From an optimization exercise on the open Yosys and OpenROAD flow, aimed at small area; shortcuts taken in it are not production practice. Where RTL was checked, it was by simulation tests only, not by an equivalence proof against the original. No functional check of the RTL was part of run 1. Power and IR drop assume default switching activity.

$ cat config.mk
export PLATFORM = sky130hd
export DESIGN_NAME = as608_fe
export DESIGN_NICKNAME = as608_fe
export VERILOG_FILES = /design/flow/design.v
export SDC_FILE = /design/flow/constraint.sdc
export NUM_CORES = 8
export LEC_CHECK = 0
export CAP_MARGIN = 20
export CORE_MARGIN = 2
export CORE_UTILIZATION = 55
export PLACE_DENSITY = 0.65
export SLEW_MARGIN = 20
$ cat constraint.sdc
create_clock -name core_clock -period 15.0 [get_ports {clk}]
set_input_delay 3.0000 -clock core_clock [delete_from_list [all_inputs] [get_ports {clk}]]
set_output_delay 3.0000 -clock core_clock [all_outputs]
set_load 0.01 [all_outputs]
$ cat design.v
module as608_fe (
    input  wire        clk,
    input  wire        rst,
    input  wire        bus_valid,
    input  wire        bus_we,
    input  wire [17:0] bus_addr,
    input  wire [1:0]  bus_size,      
    input  wire [31:0] bus_wdata,
    output reg  [31:0] bus_rdata,
    output reg         bus_err,
    input  wire        rx_valid,
    input  wire [7:0]  rx_data,
    output wire        tx_valid,
    output wire [7:0]  tx_data,
    input  wire        tick,
    input  wire        port_fault,
    output wire        irq
);
    localparam [3:0] E_TIMEOUT = 4'h1, E_START = 4'h2, E_ADDRESS = 4'h3,
                     E_LENGTH = 4'h4, E_CHECKSUM = 4'h5, E_KIND = 4'h6, E_TRUNCATED = 4'h7,
                     E_OVERFLOW = 4'h8, E_TRANSPORT = 4'h9, E_ILLEGAL = 4'hA, E_TXLEN = 4'hB;
    localparam [3:0] PH_PAY = 4'd9,  PH_CK1 = 4'd10, PH_CK2 = 4'd11,
                     PH_PAYF = 4'd12, PH_CK1N = 4'd14;
    integer i;
    reg        st_done, st_errf, st_rej, st_rxovf;
    reg [3:0]  st_err;
    reg [2:0]  irq_en;
    reg [31:0] addr_r;
    reg [1:0]  pkt_r;
    reg [15:0] flim_r;
    reg [31:0] tmo_r;
    reg [31:0] txlen_r;
    reg [6:0]  rxlen_r;
    reg        rxi_v;         
    reg [1:0]  rxi_k;         
    reg [7:0]  rxi_conf;      
    reg        rxi_cv;
    reg [15:0] fcnt_r;
    reg        m_tx, m_rx;    
    reg        e_bulk;
    reg [31:0] e_adr;
    reg [15:0] e_lim;
    reg [31:0] e_tmo;
    reg [31:0] e_tcnt;        
    reg [3:0]  ph;
    reg [6:0]  ptr;           
    reg [6:0]  mrem;          
    reg [6:0]  rest;          
    reg [1:0]  e_cc;          
    reg [1:0]  fk;            
    reg [15:0] acc;
    reg        fl;            
    reg [511:0] txb;
    reg [511:0] rxb;
    reg [255:0] rq;
    reg [4:0]   rq_rd;
    reg [5:0]   rq_cnt;
    wire busy = m_tx | m_rx;
    wire [1:0] h_rgn = bus_addr[17:16];
    wire       h_lo  = (bus_addr[15:6] == 10'd0);           
    wire       sz0 = (bus_size == 2'd0);
    wire       sz1 = (bus_size == 2'd1);
    wire       sz2 = (bus_size == 2'd2);
    wire h_misal = (sz1 && bus_addr[0]) || (sz2 && bus_addr[1:0] != 2'b00) ||
                   (bus_size == 2'd3);
    wire h_berr  = bus_valid && (h_misal || (h_rgn == 2'd0 && !sz2));
    wire h_ok    = bus_valid && !h_berr;
    wire h_rd    = h_ok && !bus_we && !rst;
    wire h_wr    = h_ok && bus_we;
    wire h_regwr = h_wr && h_rgn == 2'd0;
    wire h_txwr  = h_wr && h_rgn == 2'd1 && h_lo;
    reg [15:0] row;
    always @(*) begin
        for (i = 0; i < 16; i = i + 1)
            row[i] = (bus_addr[5:2] == i);
    end
    wire w_cmd  = h_regwr && h_lo && row[0];
    wire w_stat = h_regwr && h_lo && row[1];
    wire w_ien  = h_regwr && h_lo && row[2];
    wire w_adr  = h_regwr && h_lo && row[3];
    wire w_pkt  = h_regwr && h_lo && row[4];
    wire w_flim = h_regwr && h_lo && row[5];
    wire w_tmo  = h_regwr && h_lo && row[6];
    wire w_txl  = h_regwr && h_lo && row[7];
    wire rd_reg = h_rd && h_rgn == 2'd0 && h_lo;
    wire rd_tx  = h_rd && h_rgn == 2'd1 && h_lo;
    wire rd_rx  = h_rd && h_rgn == 2'd2 && h_lo;
    reg [31:0] lane_m;        
    always @(*) begin
        lane_m = 32'h0;
        for (i = 0; i < 16; i = i + 1)
            lane_m = lane_m | ({32{row[i] & rd_tx}} & txb[32*i +: 32])
                            | ({32{row[i] & rd_rx}} & rxb[32*i +: 32]);
    end
    reg [7:0] lane0;
    always @(*) begin
        case (bus_addr[1:0])
            2'd0: lane0 = lane_m[7:0];
            2'd1: lane0 = lane_m[15:8];
            2'd2: lane0 = lane_m[23:16];
            default: lane0 = lane_m[31:24];
        endcase
    end
    wire [7:0] lane1 = bus_addr[1] ? lane_m[31:24] : lane_m[15:8];
    wire [31:0] buf_rd = {sz2 ? lane_m[31:16] : 16'h0, sz0 ? 8'h0 : lane1, lane0};
    wire [7:0] rxi_kbyte = {4'h0, rxi_v & (rxi_k == 2'd3), rxi_v & (rxi_k == 2'd2),
                            rxi_v & (rxi_k[0] ^ rxi_k[1]), rxi_v & ~rxi_k[0]};
    reg [31:0] reg_rd;
    always @(*) begin
        reg_rd = ({32{row[1]}}  & {20'h0, st_err, 3'b000, st_rxovf, st_rej, st_errf, st_done, busy})
               | ({32{row[2]}}  & {29'h0, irq_en})
               | ({32{row[3]}}  & addr_r)
               | ({32{row[4]}}  & {30'h0, pkt_r})
               | ({32{row[5]}}  & {16'h0, flim_r})
               | ({32{row[6]}}  & tmo_r)
               | ({32{row[7]}}  & txlen_r)
               | ({32{row[8]}}  & {25'h0, rxlen_r})
               | ({32{row[9]}}  & {15'h0, rxi_cv, rxi_cv ? rxi_conf : 8'h0, rxi_kbyte})
               | ({32{row[10]}} & {16'h0, fcnt_r})
               | ({32{row[11]}} & {26'h0, rq_cnt});
    end
    wire [31:0] rd_val = buf_rd | ({32{rd_reg}} & reg_rd);
    always @(posedge clk) begin
        bus_rdata <= rd_val;
        bus_err   <= h_berr && !rst;
    end
    reg [7:0] q_b;
    always @(*) begin
        q_b = 8'h0;
        for (i = 0; i < 32; i = i + 1)
            q_b = q_b | ({8{rq_rd == i}} & rq[8*i +: 8]);
    end
    reg [63:0] pdec;
    always @(*) begin
        for (i = 0; i < 64; i = i + 1)
            pdec[i] = (ptr[5:0] == i);
    end
    reg [7:0] tx_pb;
    always @(*) begin
        tx_pb = 8'h0;
        for (i = 0; i < 64; i = i + 1)
            tx_pb = tx_pb | ({8{pdec[i]}} & txb[8*i +: 8]);
    end
    wire       is_pay = (ph == PH_PAY) || (ph == PH_PAYF);
    wire       is_ck1 = ph[3] & ph[1] & ~ph[0];
    wire       is_ck2 = ph[3] & ph[1] & ph[0];
    wire [1:0] kcode  = (m_tx & e_bulk) ? {rest == 7'd0, 1'b1} : fk;
    wire [7:0] kbyte  = {4'h0, kcode == 2'd3, kcode == 2'd2, kcode[0] ^ kcode[1], ~kcode[0]};
    wire [7:0] lbyte  = {1'b0, mrem} + 8'd3;
    reg [7:0] fbyte;
    always @(*) begin
        case (ph)
            4'd0: fbyte = 8'hEF;
            4'd1: fbyte = 8'h01;
            4'd2: fbyte = e_adr[31:24];
            4'd3: fbyte = e_adr[23:16];
            4'd4: fbyte = e_adr[15:8];
            4'd5: fbyte = e_adr[7:0];
            4'd6: fbyte = kbyte;
            4'd7: fbyte = 8'h00;
            4'd8: fbyte = lbyte;
            PH_PAY, PH_PAYF: fbyte = tx_pb;
            4'd10, 4'd14: fbyte = acc[15:8];
            default: fbyte = acc[7:0];
        endcase
    end
    assign tx_valid = m_tx;
    assign tx_data  = fbyte;
    assign irq = (st_done & irq_en[0]) | (st_errf & irq_en[1]) |
                 ((st_rej | st_rxovf) & irq_en[2]);
    reg        n_done, n_errf, n_rej, n_rxovf;
    reg [3:0]  n_err;
    reg [6:0]  n_rxlen;
    reg        n_rxi_v, n_rxi_cv;
    reg [1:0]  n_rxi_k;
    reg        conf_we;
    reg [15:0] n_fcnt;
    reg        n_tx, n_rx, n_bulk;
    reg        e_load;                   
    reg [3:0]  n_ph;
    reg [6:0]  n_ptr, n_mrem, n_rest;
    reg [1:0]  n_cc;
    reg [1:0]  n_fk;
    reg [15:0] n_acc;
    reg        n_fl;
    reg [31:0] n_tcnt;
    reg        rb_we;
    reg        q_pop, q_push, q_flush;
    reg [5:0]  q_cnt1;
    reg [3:0]  cop;
    reg        illegal;
    reg [6:0]  cap, mchunk;
    reg [7:0]  m8;
    reg [8:0]  ovf_sum;
    reg        neq;
    reg        restart;
    reg [31:0] tc_base;
    reg        rx_go;
    always @(*) begin
        n_done = st_done; n_errf = st_errf; n_rej = st_rej; n_rxovf = st_rxovf;
        n_err = st_err;
        n_rxlen = rxlen_r; n_rxi_v = rxi_v; n_rxi_k = rxi_k; n_rxi_cv = rxi_cv;
        conf_we = 1'b0;
        n_fcnt = fcnt_r;
        n_tx = m_tx; n_rx = m_rx; n_bulk = e_bulk; e_load = 1'b0;
        n_ph = ph; n_ptr = ptr; n_mrem = mrem; n_rest = rest; n_fk = fk; n_cc = e_cc;
        n_acc = acc; n_fl = fl;
        rb_we = 1'b0; q_pop = 1'b0; q_flush = 1'b0;
        restart = 1'b0;
        cop = bus_wdata[3:0];
        illegal = (cop >= 4'd6) || (bus_wdata[31:6] != 26'd0) ||
                  (bus_wdata[5:4] != 2'd0 && cop != 4'd1);
        case (e_cc)
            2'd0: cap = 7'd29;
            2'd1: cap = 7'd61;
            default: cap = 7'd127;
        endcase
        mchunk = (rest < cap) ? rest : cap;
        m8 = q_b - 8'd3;
        ovf_sum = {2'b00, rxlen_r} + {1'b0, q_b};
        neq = (q_b != fbyte);
        if (w_cmd) begin
            if (busy) begin
                if (bus_wdata != 32'd0) n_rej = 1'b1;
            end else if (illegal) begin
                n_done = 1'b0; n_errf = 1'b1; n_err = E_ILLEGAL;
            end else if (cop == 4'd5) begin
                n_done = 1'b1; n_errf = 1'b0; n_err = 4'h0;
                q_flush = 1'b1;
            end else if (cop != 4'd0) begin
                n_done = 1'b0; n_errf = 1'b0; n_err = 4'h0;
                n_fcnt = 16'd0;
                e_load = 1'b1;
                n_bulk = (cop[0] & cop[1]) | cop[2];   
                n_ph = 4'd0; n_acc = 16'd0; n_ptr = 7'd0;
                if (cop[0]) begin
                    if (txlen_r[31:7] != 25'd0 || (txlen_r[6] && txlen_r[5:0] != 6'd0)) begin
                        n_errf = 1'b1; n_err = E_TXLEN;
                    end else begin
                        n_tx = 1'b1;
                        n_fk = bus_wdata[5:4];
                        n_rest = txlen_r[6:0];
                        n_cc = cop[1] ? (pkt_r[1] ? 2'd2 : {1'b0, pkt_r[0]}) : 2'd2;
                    end
                end else begin
                    n_rx = 1'b1;
                    n_rxlen = 7'd0; n_rxi_v = 1'b0; n_rxi_k = 2'd0; n_rxi_cv = 1'b0;
                end
            end
        end
        if (w_stat) begin
            if (bus_wdata[1]) n_done  = 1'b0;
            if (bus_wdata[2]) n_errf  = 1'b0;
            if (bus_wdata[3]) n_rej   = 1'b0;
            if (bus_wdata[4]) n_rxovf = 1'b0;
        end
        rx_go = m_rx && rq_cnt != 6'd0;
        if (m_tx || rx_go) begin
            if (rx_go) q_pop = 1'b1;
            if ((ph[3:1] == 3'b011) || ph == 4'd8 || is_pay)
                n_acc = acc + {8'h00, m_tx ? fbyte : q_b};
            if (ph[3] == 1'b0) begin
                n_ph = ph + 4'd1;
                if (m_tx && ph == 4'd0) begin
                    n_mrem = mchunk;
                    n_rest = rest - mchunk;
                end
            end else if (ph == 4'd8) begin
                n_ph = ((m_tx ? {1'b0, mrem} : m8) == 8'd0) ? PH_CK1N : PH_PAYF;
            end else if (is_pay) begin
                n_ph = (mrem == 7'd1) ? PH_CK1 : PH_PAY;
                n_ptr = ptr + 7'd1;
                n_mrem = mrem - 7'd1;
            end else if (is_ck1) begin
                n_ph = ph + 4'd1;
            end
            n_fl = ((ph == 4'd3 || ph == 4'd4) ? fl : 1'b0) | neq;
        end
        if (m_tx) begin
            if (is_ck2) begin
                n_fcnt = fcnt_r + 16'd1;
                n_ph = 4'd0; n_acc = 16'd0;
                if (rest == 7'd0) begin
                    n_tx = 1'b0; n_done = 1'b1;
                end
            end
        end else if (rx_go) begin
            if (ph == 4'd1 || ph == 4'd5) begin
                if (fl || neq) begin
                    n_rx = 1'b0; n_errf = 1'b1; n_err = ph[2] ? E_ADDRESS : E_START;
                end
            end else if (ph == 4'd6) begin
                case (q_b)
                    8'h01: n_fk = 2'd0;
                    8'h02: n_fk = 2'd1;
                    8'h07: n_fk = 2'd2;
                    default: n_fk = 2'd3;
                endcase
                if (!(q_b == 8'h02 || q_b == 8'h08 ||
                      (!e_bulk && (q_b == 8'h01 || q_b == 8'h07)))) begin
                    n_rx = 1'b0; n_errf = 1'b1; n_err = E_KIND;
                end
            end else if (ph == 4'd8) begin
                n_mrem = m8[6:0];
                if (!fl && q_b < 8'd3) begin
                    n_rx = 1'b0; n_errf = 1'b1; n_err = E_LENGTH;
                end else if (fl || ovf_sum > 9'd67) begin
                    n_rx = 1'b0; n_errf = 1'b1; n_err = E_OVERFLOW;
                end
            end else if (is_pay) begin
                rb_we = 1'b1;
                if (ph[2]) conf_we = 1'b1;
            end else if (is_ck2) begin
                if (fl || neq) begin
                    n_rx = 1'b0; n_errf = 1'b1; n_err = E_CHECKSUM;
                end else begin
                    n_rxlen = ptr;
                    n_rxi_v = 1'b1; n_rxi_k = fk;
                    n_rxi_cv = (fk == 2'd2) && !ph[2];
                    n_fcnt = fcnt_r + 16'd1;
                    if (!e_bulk || fk == 2'd3) begin
                        n_rx = 1'b0; n_done = 1'b1;
                    end else if (n_fcnt == e_lim) begin
                        n_rx = 1'b0; n_errf = 1'b1; n_err = E_TRUNCATED;
                    end else begin
                        n_ph = 4'd0; n_acc = 16'd0;
                        restart = 1'b1;
                    end
                end
            end
        end
        if (port_fault && busy && (n_tx || n_rx)) begin
            n_tx = 1'b0; n_rx = 1'b0; n_errf = 1'b1; n_err = E_TRANSPORT;
        end
        tc_base = (restart || e_load) ? 32'd1 : e_tcnt;
        n_tcnt = tc_base + {31'd0, tick & m_rx};
        if (tick && m_rx && n_rx) begin
            if (tc_base == e_tmo) begin
                n_rx = 1'b0; n_errf = 1'b1;
                n_err = (n_ph == 4'd0) ? E_TIMEOUT : E_LENGTH;
            end
        end
        q_cnt1 = q_flush ? 6'd0 : rq_cnt - {5'd0, q_pop};
        q_push = rx_valid && !q_cnt1[5];
        if (rx_valid && q_cnt1[5]) n_rxovf = 1'b1;
    end
    always @(posedge clk) begin
        if (rst) begin
            st_done <= 1'b0; st_errf <= 1'b0; st_rej <= 1'b0; st_rxovf <= 1'b0;
            st_err <= 4'h0; irq_en <= 3'd0;
            addr_r <= 32'hFFFFFFFF; pkt_r <= 2'd0; flim_r <= 16'd4096; tmo_r <= 32'd1000;
            txlen_r <= 32'd0; rxlen_r <= 7'd0;
            rxi_v <= 1'b0; rxi_k <= 2'd0; rxi_cv <= 1'b0; fcnt_r <= 16'd0;
            m_tx <= 1'b0; m_rx <= 1'b0;
            rq_cnt <= 6'd0;
        end else begin
            st_done <= n_done; st_errf <= n_errf; st_rej <= n_rej; st_rxovf <= n_rxovf;
            st_err <= n_err;
            if (w_ien)  irq_en  <= bus_wdata[2:0];
            if (w_adr)  addr_r  <= bus_wdata;
            if (w_pkt)  pkt_r   <= bus_wdata[1:0];
            if (w_flim) flim_r  <= (bus_wdata[15:0] == 16'd0) ? 16'd1 : bus_wdata[15:0];
            if (w_tmo)  tmo_r   <= (bus_wdata == 32'd0) ? 32'd1 : bus_wdata;
            if (w_txl)  txlen_r <= bus_wdata;
            rxlen_r <= n_rxlen;
            rxi_v <= n_rxi_v; rxi_k <= n_rxi_k; rxi_cv <= n_rxi_cv; fcnt_r <= n_fcnt;
            m_tx <= n_tx; m_rx <= n_rx;
            rq_cnt <= q_cnt1 + {5'd0, q_push};
        end
    end
    always @(posedge clk) begin
        if (e_load) begin
            e_adr <= addr_r; e_lim <= flim_r; e_tmo <= tmo_r;
        end
        e_bulk <= n_bulk;
        e_tcnt <= n_tcnt;
        ph <= n_ph; ptr <= n_ptr; mrem <= n_mrem; rest <= n_rest; fk <= n_fk; e_cc <= n_cc;
        acc <= n_acc; fl <= n_fl;
        if (conf_we) rxi_conf <= q_b;
        if (q_flush) rq_rd <= rq_rd + rq_cnt[4:0];
        else if (q_pop) rq_rd <= rq_rd + 5'd1;
    end
    wire [4:0] q_widx = rq_rd + rq_cnt[4:0];
    always @(posedge clk) begin
        for (i = 0; i < 32; i = i + 1)
            if (!rst && q_push && q_widx == i)
                rq[8*i +: 8] <= rx_data;
    end
    always @(posedge clk) begin
        for (i = 0; i < 64; i = i + 1)
            if (!rst && rb_we && pdec[i])
                rxb[8*i +: 8] <= q_b;
    end
    wire [7:0] wd0 = bus_wdata[7:0];
    wire [7:0] wd1 = sz0 ? bus_wdata[7:0] : bus_wdata[15:8];
    wire [7:0] wd2 = sz2 ? bus_wdata[23:16] : bus_wdata[7:0];
    wire [7:0] wd3 = sz0 ? bus_wdata[7:0] : sz1 ? bus_wdata[15:8] : bus_wdata[31:24];
    wire [31:0] wdw = {wd3, wd2, wd1, wd0};
    reg  [3:0] col;
    always @(*) begin
        col[0] = sz2 || (sz1 && !bus_addr[1]) || (sz0 && bus_addr[1:0] == 2'd0);
        col[1] = sz2 || (sz1 && !bus_addr[1]) || (sz0 && bus_addr[1:0] == 2'd1);
        col[2] = sz2 || (sz1 &&  bus_addr[1]) || (sz0 && bus_addr[1:0] == 2'd2);
        col[3] = sz2 || (sz1 &&  bus_addr[1]) || (sz0 && bus_addr[1:0] == 2'd3);
    end
    always @(posedge clk) begin
        for (i = 0; i < 64; i = i + 1)
            if (!rst && h_txwr && row[i/4] && col[i%4])
                txb[8*i +: 8] <= wdw[8*(i%4) +: 8];
    end
endmodule
$ cat flow/run.sh
#!/bin/bash
# Layout flow: ORFS synthesis with an area-oriented ABC mapping script (the
# registers come out exactly as in the standard synthesis, only the
# combinational mapping differs), then the standard layout steps with
# CTS settings that avoid dummy loads and oversized clock buffers.
set -euo pipefail
W=$(pwd)
F=$W/flow

# synthesis script: the standard flow's own, with ORFS's synth.tcl patched to use our ABC script
sed -e "s#^source \$::env(SCRIPTS_DIR)/synth_preamble.tcl#source \$::env(SCRIPTS_DIR)/synth_preamble.tcl\nset abc_args [lreplace \$abc_args 1 1 $F/area.abc]\nputs \"abc args: \$abc_args\"#" \
    "$FLOW_HOME/scripts/synth.tcl" > "$W/own_synth.tcl"
grep -q "lreplace" "$W/own_synth.tcl"
sed -e "s#^source \$::env(SCRIPTS_DIR)/synth.tcl#source $W/own_synth.tcl#" "$W/synth_recipe.tcl" > "$W/own_synth_recipe.tcl"
grep -q "own_synth.tcl" "$W/own_synth_recipe.tcl"

# the make command line of standard.sh, with our synthesis script
MK=$(grep '^make ' "$W/standard.sh")
SYNTH_MK=$(echo "$MK" | sed -e "s#SYNTH_SCRIPT=[^ ]*#SYNTH_SCRIPT=$W/own_synth_recipe.tcl#" -e 's#"\${@:-finish}"#synth#')
echo "$SYNTH_MK" > "$W/own_synth_cmd.txt"
bash -c "$SYNTH_MK" > "$W/own_synth.log" 2>&1

export CTS_ARGS="-sink_clustering_enable -repair_clock_nets -dont_use_dummy_load -buf_list sky130_fd_sc_hd__clkbuf_16 -sink_clustering_size 24 -sink_clustering_max_diameter 50"
export BUFFER_PORTS_ARGS="-buffer_cell sky130_fd_sc_hd__buf_1"
bash "$W/standard.sh" finish > "$W/own_layout.log" 2>&1
$ cat flow/area.abc
strash
&get -n
&st
&syn4
&dch
&nf -a -R 1000 -p
&st
&syn2
&dch
&nf -a -R 1000 -p
&put
$ cat standard.sh
#!/bin/bash
# synth_recipe.tcl (not shown) runs the flow's synth.tcl, then flattens the netlist and writes it again
# the make line also repeats each setting of config.mk as NAME=value (left out here)
make -C /OpenROAD-flow-scripts/flow DESIGN_CONFIG=/design/flow/config.mk WORK_HOME=/design/flow/orfs CLKGATE_MAP_FILE= SYNTH_SCRIPT=/design/flow/synth_recipe.tcl "${@:-finish}"
==> impl_results.md, run 1 <==
- Syn Nets: 4798
- Top cell family by delay on the critical path: simple AND/OR/NAND/NOR gates
- Portion of total power attributed to sequential cells: 0.593
- EDFF count, synth: 1377
- Total Routing Usage GR: 0.537
- Clock skew after layout: between 0.09 and 0.1 ns
- Top post-synthesis cells by area: sky130_fd_sc_hd__edfxtp_1 62%, sky130_fd_sc_hd__dfxtp_1 8.1%, sky130_fd_sc_hd__a22oi_1 6.7%
- TritonCTS clock tree: built
- Cell Int Power: 6.58 mW
- Status: timing/DRC/antenna clean
- Startpoint Class: flop
- Relative slew slack: 0.132
- Pin count of the biggest net entering global routing: 72
- Number of global-route vias before repair: 48300
- CTS H-tree lvls: 4
- Power dissipated by switching net loads: 1.79 mW
- Half-perimeter wire length after detailed placement: 244000 um
- Wire length per cell after detailed routing: 49.7 um
- Post-Place Cells: 6583
- Static power due to leakage: approximately 23 nW
- Mean instance size in the synthesized netlist: 14.2 um^2
- Cell with the biggest individual delay on the critical path: sky130_fd_sc_hd__nor4_1
- Filler instances: 9219
- Class of the worst hold path: reg2reg
- Number of vias after detailed routing: 55400
- Number of buffers inserted to repair setup after CTS: 0
- Fraction of post-synthesis cell area in the top cell type by area: 0.624
- Number of setup violations in the final report: 0
- Library cell occupying the most area in the post-synthesis netlist: sky130_fd_sc_hd__edfxtp_1
- Leftover overflow at the end of global routing: 0
- # DRC: 0
- Starting density of the core: 0.553
- Root buffer cell: sky130_fd_sc_hd__clkbuf_16
- Number of distinct standard cells referenced by the synthesized netlist: 62
- Top-level I/O count: 110
- Dominant synthesized flop cell: sky130_fd_sc_hd__edfxtp_1
- Data required, critical path: between 15 and 20 ns
- Wire length of the first global-routing pass: 436000 um
- Setup repair after global routing missed its margin: no
- Proportion of layout cells with a drive suffix above 1: 0.0828
- Total power after layout: 8.36 mW
- Maximum VDD drop: 0.120 mV
- Reported max-cap violation count: 0
- Number of instances in the synthesized netlist: approximately 4700
- Number of vias per cell after detailed routing: 8.21
- Maximum clock path buffer count: 3
- Area of the die: about 0.12 mm^2
- Max Slew Vio Count: 0
- CP Buf/Inv Count: 1
- Net total in the final layout: around 5200
- Switch share: 0.214
- Maximum clock rate: 101 MHz
- Slowest Stage Delay on Critical Path: 0.88 ns
- Routed Wire Length: 336000 um
- Std-Cell Core Area: 0.120 mm^2
- Worst slew pin tran: ~1.3 ns
- RD Place Congestion: 1.16
- Post-synthesis instance area: around 0.066 mm^2
- Number of warnings issued by yosys: 1
- Final core utilization: 0.618
- Antenna Violating Nets Remaining: 0
- Maximum fanout along the worst path: 38
- Clock Sinks: 1645
- Async SR Flop Fraction: 0
- TritonCTS buffer count: around 130
- Seq/Total Area, Yosys: 0.705
- Type of destination of the critical path: flop
- Clk pin slew, worst setup/hold paths: 0.07 ns
- Die Wd: 351 um
- Post-cts hold buffer count: 0
- Total of buffers placed on input and output ports: 109
- Count of non-filler cells in the finished layout: between 6000 and 7000
- Relative contribution of the clock network to total power: 0.373
- Relative area change from synthesis to final layout: 11.8%
- Antenna violations before repair: 44
- Period utilisation layout: 0.658
- Final critical-path required period: 9.86 ns
- Flip-flop and latch count after synthesis: 1645
- Vertical extent of the die: around 350 um
- DRT Pass-1 Iters: 15
- Floorplan row count: around 130
- Critical path type: reg2reg
- Worst-skew pair later-pin latency: 0.82 ns
- Post-CTS resize count: 0
- Combinational cell fraction of total power: 0.034
- Sum of negative setup slack: 0 ns
- Count of endpoints failing hold in the final timing report: 0
- Crit path DAT: ~11 ns
- Minimum hold slack: 0.454 ns
- Power density relative to cell area: around 110 mW/mm^2
- DRC violation total after the first TritonRoute iteration: 13700
worst register-to-register path, cell delays in order, from the launching register on:
cell                        delay (ns)
sky130_fd_sc_hd__dfxtp_1          0.76
sky130_fd_sc_hd__nand2b_1         0.40
sky130_fd_sc_hd__nand2b_1         0.58
sky130_fd_sc_hd__nor2_1           0.37
sky130_fd_sc_hd__a22oi_1          0.33
sky130_fd_sc_hd__nand4_1          0.41
sky130_fd_sc_hd__or4_1            0.63
sky130_fd_sc_hd__nor4_1           0.88
sky130_fd_sc_hd__o22ai_1          0.36
sky130_fd_sc_hd__xnor2_1          0.25
sky130_fd_sc_hd__nand4_1          0.09
sky130_fd_sc_hd__or4_1            0.49
sky130_fd_sc_hd__nor4_1           0.57
sky130_fd_sc_hd__and2_0           0.30
sky130_fd_sc_hd__a21oi_2          0.09
sky130_fd_sc_hd__buf_4            0.28
sky130_fd_sc_hd__nand2_1          0.21
sky130_fd_sc_hd__xnor2_1          0.08
sky130_fd_sc_hd__a221o_1          0.26
sky130_fd_sc_hd__a2111oi_0        0.31
sky130_fd_sc_hd__nand4_1          0.14
sky130_fd_sc_hd__or4_1            0.40
sky130_fd_sc_hd__nor4_1           0.68
sky130_fd_sc_hd__nor2b_1          0.45
sky130_fd_sc_hd__o41ai_1          0.20
sky130_fd_sc_hd__a21oi_1          0.16
sky130_fd_sc_hd__nor2_1           0.06
cells in the mapped netlist (7+ instances only):
cell,n
sky130_fd_sc_hd__nand4_1,143
sky130_fd_sc_hd__o21ai_0,80
sky130_fd_sc_hd__xor2_1,46
sky130_fd_sc_hd__a22o_1,231
sky130_fd_sc_hd__and3_1,14
sky130_fd_sc_hd__a22oi_1,594
sky130_fd_sc_hd__nand3_1,165
sky130_fd_sc_hd__nor2_1,446
sky130_fd_sc_hd__nand2b_1,32
sky130_fd_sc_hd__dfxtp_1,268
sky130_fd_sc_hd__o22a_1,36
sky130_fd_sc_hd__ha_1,55
sky130_fd_sc_hd__o31ai_1,9
sky130_fd_sc_hd__or3_1,16
sky130_fd_sc_hd__a222oi_1,57
sky130_fd_sc_hd__a31oi_1,26
sky130_fd_sc_hd__o22ai_1,33
sky130_fd_sc_hd__xnor2_1,55
sky130_fd_sc_hd__mux2_1,24
sky130_fd_sc_hd__nor3_1,88
sky130_fd_sc_hd__and2_0,32
sky130_fd_sc_hd__or4_1,40
sky130_fd_sc_hd__nor4_1,41
sky130_fd_sc_hd__a21o_1,10
sky130_fd_sc_hd__edfxtp_1,1377
sky130_fd_sc_hd__a221oi_1,163
sky130_fd_sc_hd__mux2i_1,12
sky130_fd_sc_hd__clkinv_1,48
sky130_fd_sc_hd__a21oi_1,128
sky130_fd_sc_hd__a211oi_1,17
sky130_fd_sc_hd__nand2_1,266
sky130_fd_sc_hd__or2_0,7
sky130_fd_sc_hd__nor2b_1,38
worst paths after layout:
kind,depth (start not counted),end,slack [ns],startpoint
max,26,st_err[0],5.14,ptr[2]
min reg2reg,0,e_adr[23],0.45,addr_r[23]
max reg2reg,26,st_err[0],5.14,ptr[2]
min,0,e_adr[23],0.45,addr_r[23]
power by group through the flow:
stage / clock network (mW) / logic [mW] / registers [mW]
finish: 3.12 / 0.286 / 4.96
global route: 3.21 / 0.279 / 4.96
CTS: 3.07 / 0.262 / 4.96
detailed placement: 0 / 0.262 / 5.06
global placement: 0 / 0.258 / 5.06
floorplan: 0 / 0.0941 / 5.06
sequential cells by signal (all words and copies together), names as in the netlist, 16 cells and up:
signal and flops:
e_adr 32, flim_r 16, e_lim 16, acc 16
e_tcnt 32, txb 512, bus_rdata 32, e_tmo 32
fcnt_r 16, txlen_r 32, addr_r 32, rxb 512
rq 256, tmo_r 32
area by class of cell:
cell class / count / area (um^2) / area share
diodes: 37 / 92.6 / 0.00125
clock buffers: 134 / 3350 / 0.0453
inverters: 48 / 181 / 0.00245
multi-input cells: 2979 / 19900 / 0.268
flip-flops and latches: 1645 / 46700 / 0.631
well taps: 1612 / 2020 / 0.0272
repair buffers: 301 / 1860 / 0.0251
per-layer routing:
metal / vias to the layer above / wire (um) / global-route usage
li1: 20200 / - / -
met2: 6653 / 129000 / 0.704
met4: 53 / 26100 / 0.301
met3: 1441 / 64000 / 0.286
met1: 27100 / 116000 / 0.702
met5: - / 972 / 0.0357
logic make-up after synthesis:
logic type	synth area share
muxes	0.00589
adders and majority gates	0.0116
buffers and inverters	0.00272
AOI/OAI and AO/OA	0.165
xor gates and xnor gates	0.0133
and+or+nand+nor	0.0969
DFF	0.705
cells in the final DEF, fill, tap and decap left out, drive strengths merged, types with 48 or more instances in the layout:
cell type,n
nand2,266
buf,293
a222oi,57
nor2,446
o21ai,80
xnor2,55
dfxtp,268
edfxtp,1377
nor3,88
a22o,231
nand3,165
a22oi,594
clkinv,48
clkbuf,142
a221oi,163
a21oi,128
ha,55
nand4,143
metrics by stage:
| step | cell area (um^2) | worst slack [ns] |
|---|---|---|
| global route | 74000 | 4.97 |
| finish | 74100 | 5.14 |
| CTS | 74000 | 5.45 |
| detailed placement | 70600 | 5.42 |
| floorplan | 66300 | 3.95 |
| global placement | 70600 | 5.58 |
==> run 2, diff against run 1 <==
--- a/design.v
+++ b/design.v
@@ -48,3 +48,2 @@
     reg [6:0]  rest;          
-    reg [1:0]  e_cc;          
     reg [1:0]  fk;            
@@ -181,3 +180,2 @@
     reg [6:0]  n_ptr, n_mrem, n_rest;
-    reg [1:0]  n_cc;
     reg [1:0]  n_fk;
@@ -191,3 +189,3 @@
     reg        illegal;
-    reg [6:0]  cap, mchunk;
+    reg [6:0]  cap, m0;
     reg [7:0]  m8;
@@ -205,3 +203,3 @@
         n_tx = m_tx; n_rx = m_rx; n_bulk = e_bulk; e_load = 1'b0;
-        n_ph = ph; n_ptr = ptr; n_mrem = mrem; n_rest = rest; n_fk = fk; n_cc = e_cc;
+        n_ph = ph; n_ptr = ptr; n_mrem = mrem; n_rest = rest; n_fk = fk;
         n_acc = acc; n_fl = fl;
@@ -212,3 +210,3 @@
                   (bus_wdata[5:4] != 2'd0 && cop != 4'd1);
-        case (e_cc)
+        case (pkt_r)
             2'd0: cap = 7'd29;
@@ -217,3 +215,3 @@
         endcase
-        mchunk = (rest < cap) ? rest : cap;
+        m0 = (txlen_r[6:0] < cap) ? txlen_r[6:0] : cap;
         m8 = q_b - 8'd3;
@@ -241,4 +239,9 @@
                         n_fk = bus_wdata[5:4];
-                        n_rest = txlen_r[6:0];
-                        n_cc = cop[1] ? (pkt_r[1] ? 2'd2 : {1'b0, pkt_r[0]}) : 2'd2;
+                        if (cop[1]) begin
+                            n_mrem = m0;
+                            n_rest = txlen_r[6:0] - m0;
+                        end else begin
+                            n_mrem = txlen_r[6:0];
+                            n_rest = 7'd0;
+                        end
                     end
@@ -263,6 +266,2 @@
                 n_ph = ph + 4'd1;
-                if (m_tx && ph == 4'd0) begin
-                    n_mrem = mchunk;
-                    n_rest = rest - mchunk;
-                end
             end else if (ph == 4'd8) begin
@@ -284,2 +283,5 @@
                     n_tx = 1'b0; n_done = 1'b1;
+                end else begin
+                    n_mrem = (rest > 7'd29) ? 7'd29 : rest;
+                    n_rest = (rest > 7'd29) ? rest - 7'd29 : 7'd0;
                 end
@@ -335,4 +337,5 @@
         tc_base = (restart || e_load) ? 32'd1 : e_tcnt;
-        n_tcnt = tc_base + {31'd0, tick & m_rx};
+        n_tcnt = tc_base;
         if (tick && m_rx && n_rx) begin
+            n_tcnt = tc_base + 32'd1;
             if (tc_base == e_tmo) begin
@@ -376,3 +379,3 @@
         e_tcnt <= n_tcnt;
-        ph <= n_ph; ptr <= n_ptr; mrem <= n_mrem; rest <= n_rest; fk <= n_fk; e_cc <= n_cc;
+        ph <= n_ph; ptr <= n_ptr; mrem <= n_mrem; rest <= n_rest; fk <= n_fk;
         acc <= n_acc; fl <= n_fl;
--- a/flow/run.sh
+++ b/flow/run.sh
@@ -22,3 +22,3 @@
 
-export CTS_ARGS="-sink_clustering_enable -repair_clock_nets -dont_use_dummy_load -buf_list sky130_fd_sc_hd__clkbuf_16 -sink_clustering_size 24 -sink_clustering_max_diameter 50"
+export CTS_ARGS="-sink_clustering_enable -repair_clock_nets -dont_use_dummy_load -buf_list sky130_fd_sc_hd__clkbuf_4 -sink_clustering_size 8 -sink_clustering_max_diameter 30"
 export BUFFER_PORTS_ARGS="-buffer_cell sky130_fd_sc_hd__buf_1"
==> impl_results.md, run 2 <==
- # DRC: 0 (unchanged)
- TritonCTS clock tree: built
- Most frequent standard cell in the layout excluding fill and tap cells: sky130_fd_sc_hd__edfxtp_1
- Relative area change from synthesis to final layout: 10.5%
- Post-cts hold buffer count: 0 (unchanged)
- CTS H-tree lvls: 5 (+1)
- Vertical extent of the die: 352 um (+0.22%)
- Number of cells traversed by the worst register-to-register path: 25 (-3.8%)
- Clock skew after layout: 0.118 ns (+0.0204 ns)
- Top-level I/O count: 110 (unchanged)
- Number of vias per cell after detailed routing: 7.90 (-3.8%)
- Number of global-route vias before repair: 50700 (+5.0%)
- Maximum clock path buffer count: 4 (+1)
- Syn Nets: 4852 (+1.1%)
- Number of distinct standard cells referenced by the synthesized netlist: 64 (+3.2%)
- Count of non-filler cells in the finished layout: 7020 (+3.9%)
- Combinational cell fraction of total power: 0.036 (+0.002)
- Portion of total power attributed to sequential cells: 0.636 (+0.043)
- Register-to-Register Setup Slack: 5.67 ns (+0.54 ns)
- Crit path capture: st_err[2]
- Static power due to leakage: 23.5 nW (+0.70%)
- Std-Cell Core Area: 0.120 mm^2 (+0.13%)
- Clock Sinks: 1643 (-0.12%)
- Antenna violations before repair: 35 (-20%)
- Net total in the final layout: 5499 (+5.0%)
- Maximum fanout along the worst path: 26 (-32%)
- Maximum clock rate: 107 MHz (+5.7%)
- Wire length per cell after detailed routing: 46.8 um (-5.8%)
- Async SR Flop Fraction: 0 (unchanged)
- Logic depth of the worst setup path including buffers: 25 (-3.8%)
- Number of vias after detailed routing: 55400 (unchanged)
- Power density relative to cell area: 105 mW/mm^2 (-6.6%)
- Class of the worst hold path: reg2reg
- Biggest registers after layout: rxb: 512 flops, txb: 512 flops, rq: 256 flops
- Post-CTS resize count: 0 (unchanged)
- Post-synthesis instance area: 0.0666 mm^2 (+0.44%)
- Period utilisation layout: 0.622 (-0.0357)
- Critical path type: reg2reg
- Startpoint Class: flop
- Starting density of the core: 0.555 (+0.00169)
- Top cell family by delay on the critical path: simple AND/OR/NAND/NOR gates
- Antenna Violating Nets Remaining: 0 (unchanged)
- Setup repair after global routing missed its margin: no
- Number of warnings issued by yosys: 1 (unchanged)
- Area of the die: 0.124 mm^2 (+0.43%)
- PnR worst setup slack: 5.67 ns (+0.536 ns)
- Clk pin slew, worst setup/hold paths: 0.08 ns (about the same)
- Final critical-path required period: 9.33 ns (-0.536 ns)
- Top post-synthesis cells by area: sky130_fd_sc_hd__edfxtp_1 62%, sky130_fd_sc_hd__dfxtp_1 8.1%, sky130_fd_sc_hd__a22oi_1 5.8%
- Pin count of the biggest net entering global routing: 72 (unchanged)
- Wire length of the first global-routing pass: 437000 um (about the same)
- Worst slew pin tran: 1.31 ns (+0.0103 ns)
- Count of endpoints failing hold in the final timing report: 0 (unchanged)
- DRC violation total after the first TritonRoute iteration: 12000 (-12%)
- Cell Int Power: 5.98 mW (-9.1%)
- Critical R2R Capture: st_err[2]
- Proportion of layout cells with a drive suffix above 1: 0.117 (+0.0339)
- Reported max-cap violation count: 0 (unchanged)
- Worst Hold Depth: 0 (unchanged)
- TritonCTS buffer count: 328 (+140%)
- Post-Place Cells: 6649 (+1.0%)
- Relative slew slack: 0.125 (-0.00689)
- Worst slack at placement: 6.02 ns (+0.604 ns)
- RD Place Congestion: 1.19 (+2.2%)
- Flip-flop and latch count after synthesis: 1643 (-0.12%)
- Maximum VDD drop: 0.0906 mV (-24%)
- Leading cell types in the layout, fill and taps excluded: 1375 x sky130_fd_sc_hd__edfxtp_1, 513 x sky130_fd_sc_hd__a22oi_1, 416 x sky130_fd_sc_hd__nor2_1, 329 x sky130_fd_sc_hd__clkbuf_4, 279 x sky130_fd_sc_hd__a22o_1
- Switch share: 0.229 (+0.0153)
- Synth cell count leaders: 1375 x sky130_fd_sc_hd__edfxtp_1, 513 x sky130_fd_sc_hd__a22oi_1, 466 x sky130_fd_sc_hd__nor2_1
- Final core utilization: 0.613 (-0.00501)
- DRT Pass-1 Iters: 10 (-5)
- Most frequent cell after synthesis: sky130_fd_sc_hd__edfxtp_1
- Dominant synthesized flop cell: sky130_fd_sc_hd__edfxtp_1
- Seq/Total Area, Yosys: 0.701 (-0.00397)
- Root buffer cell: sky130_fd_sc_hd__clkbuf_4
- Power dissipated by switching net loads: 1.77 mW (-0.61%)
- Die Wd: 352 um (+0.22%)
- CP Buf/Inv Count: 1 (unchanged)
- Slowest Stage Delay on Critical Path: 0.90 ns (+0.02 ns)
- Number of setup violations in the final report: 0 (unchanged)
- Library cell occupying the most area in the post-synthesis netlist: sky130_fd_sc_hd__edfxtp_1
- Sum of negative setup slack: 0 ns (unchanged)
- Routed Wire Length: 329000 um (-2.2%)
- Crit path DAT: 10.51 ns (-0.02 ns)
- EDFF count, synth: 1375 (-0.15%)
- Fraction of post-synthesis cell area in the top cell type by area: 0.620 (-0.00362)
- Floorplan row count: 127 (unchanged)
- Type of destination of the critical path: flop
- Total of buffers placed on input and output ports: 109 (unchanged)
- Relative contribution of the clock network to total power: 0.328 (-0.045)
- Max Slew Vio Count: 0 (unchanged)
- Reg-to-reg critical path startpoint: ptr[5]
- Leftover overflow at the end of global routing: 0 (unchanged)
- Total Routing Usage GR: 0.522 (-0.0147)
- Half-perimeter wire length after detailed placement: 233000 um (-4.5%)
- Cell with the most instances on the worst path: sky130_fd_sc_hd__nor4_1
- Data required, critical path: 16.18 ns (+0.52 ns)
- Worst-skew pair later-pin latency: 1.38 ns (+0.56 ns)
- Number of instances in the synthesized netlist: 4725 (+1.1%)
- Worst Setup SP: ptr[5]
- Status: timing/DRC/antenna clean
- Cell with the biggest individual delay on the critical path: sky130_fd_sc_hd__or2_0
- Number of buffers inserted to repair setup after CTS: 0 (unchanged)
- Mean instance size in the synthesized netlist: 14.1 um^2 (-0.69%)
-- run 2: final cells by class --
type	count	area (um^2)
diodes	38	95.1
multi-input cells	3034	20200
flip-flops and latches	1643	46700
well taps	1612	2020
clock buffers	328	2460
inverters	48	181
fillers	9374	46400
repair buffers	317	1970
-- run 2: routing by layer --
layer | track usage | share of wire | vias to the layer above | wire length, um
met5 | 0.0173 | 0.0011 | - | 352
met4 | 0.434 | 0.11 | 18 | 36600
met3 | 0.215 | 0.16 | 1707 | 52600
met2 | 0.730 | 0.41 | 6124 | 134000
met1 | 0.629 | 0.32 | 26700 | 105000
li1 | - | - | 20900 | -
-- run 2: kinds of logic (layout without fill, tap and decap cells) --
group                      Yosys count  after routing  synth area share
DFF                               1643           1643             0.701
AOI/OAI and AO/OA                 1459           1459             0.168
and+or+nand+nor                   1380           1380            0.0982
xor gates and xnor gates           111            111            0.0146
adders and majority gates           60             60            0.0117
buffers and inverters               48            693           0.00271
muxes                               24             24           0.00397
other                                0             38                 0
-- run 2: per-stage QoR --
stage	total power, mW	instance area (um^2)	hold WS [ns]
after global placement	5.29	70900	0.439
after CTS	7.71	73400	0.424
final	7.76	73600	0.425
after floorplan	5.14	66600	0.428
after detailed placement	5.29	71000	0.443
after global routing	7.92	73500	0.450
-- run 2: power groups by stage --
stage          Clock [mW]  Sequential [mW]  Combinational [mW]
3_3_place_gp            0             5.03               0.255
5_1_grt              2.71             4.93               0.280
2_1_floorplan           0             5.03               0.103
4_1_cts              2.52             4.93               0.259
3_5_place_dp            0             5.03               0.258
6_report             2.54             4.93               0.281
-- run 2: worst min-delay path by stage --
| stage | start | end | slack [ns] |
|---|---|---|---|
| after floorplan | tmo_r[6] | tmo_r[6] | 0.43 |
| after global placement | addr_r[10] | e_adr[10] | 0.44 |
| after detailed placement | addr_r[1] | e_adr[1] | 0.44 |
| after CTS | addr_r[21] | e_adr[21] | 0.42 |
| after global routing | addr_r[10] | e_adr[10] | 0.45 |
| final | addr_r[21] | e_adr[21] | 0.42 |

port drivers added, routing unchanged:
How much do the figures lean on ideal ports? The routed layouts below were timed once more, with nothing changed but the port constraints.
Step 1: set_driving_cell puts a clkbuf_16 on clk and a buf_2 on each other input, an assumption about the parent block.
Step 2 moves the port delays by t, midway between the first and last clock arrival at a register: inputs arrive t later, outputs are due t later. That takes back most of the time a late clock gives input paths.
Three values: ideal, step 1, step 2; two values: the first two.
run	shift t [ns]	setup slack, ns	worst hold slack (ns)	clock arrival spread, ns
run 1	0.854	5.137 / 5.137 / 4.789	0.454 / 0.454 / 0.454	0.108 / 0.108
run 2	1.398	5.672 / 5.672 / 5.672	0.425 / 0.425 / 0.425	0.136 / 0.136
After both steps setup and hold are still met in every run listed. The setup slack of run 1, which loses most, moves by 0.000 ns with the drivers and by -0.348 ns with both steps.
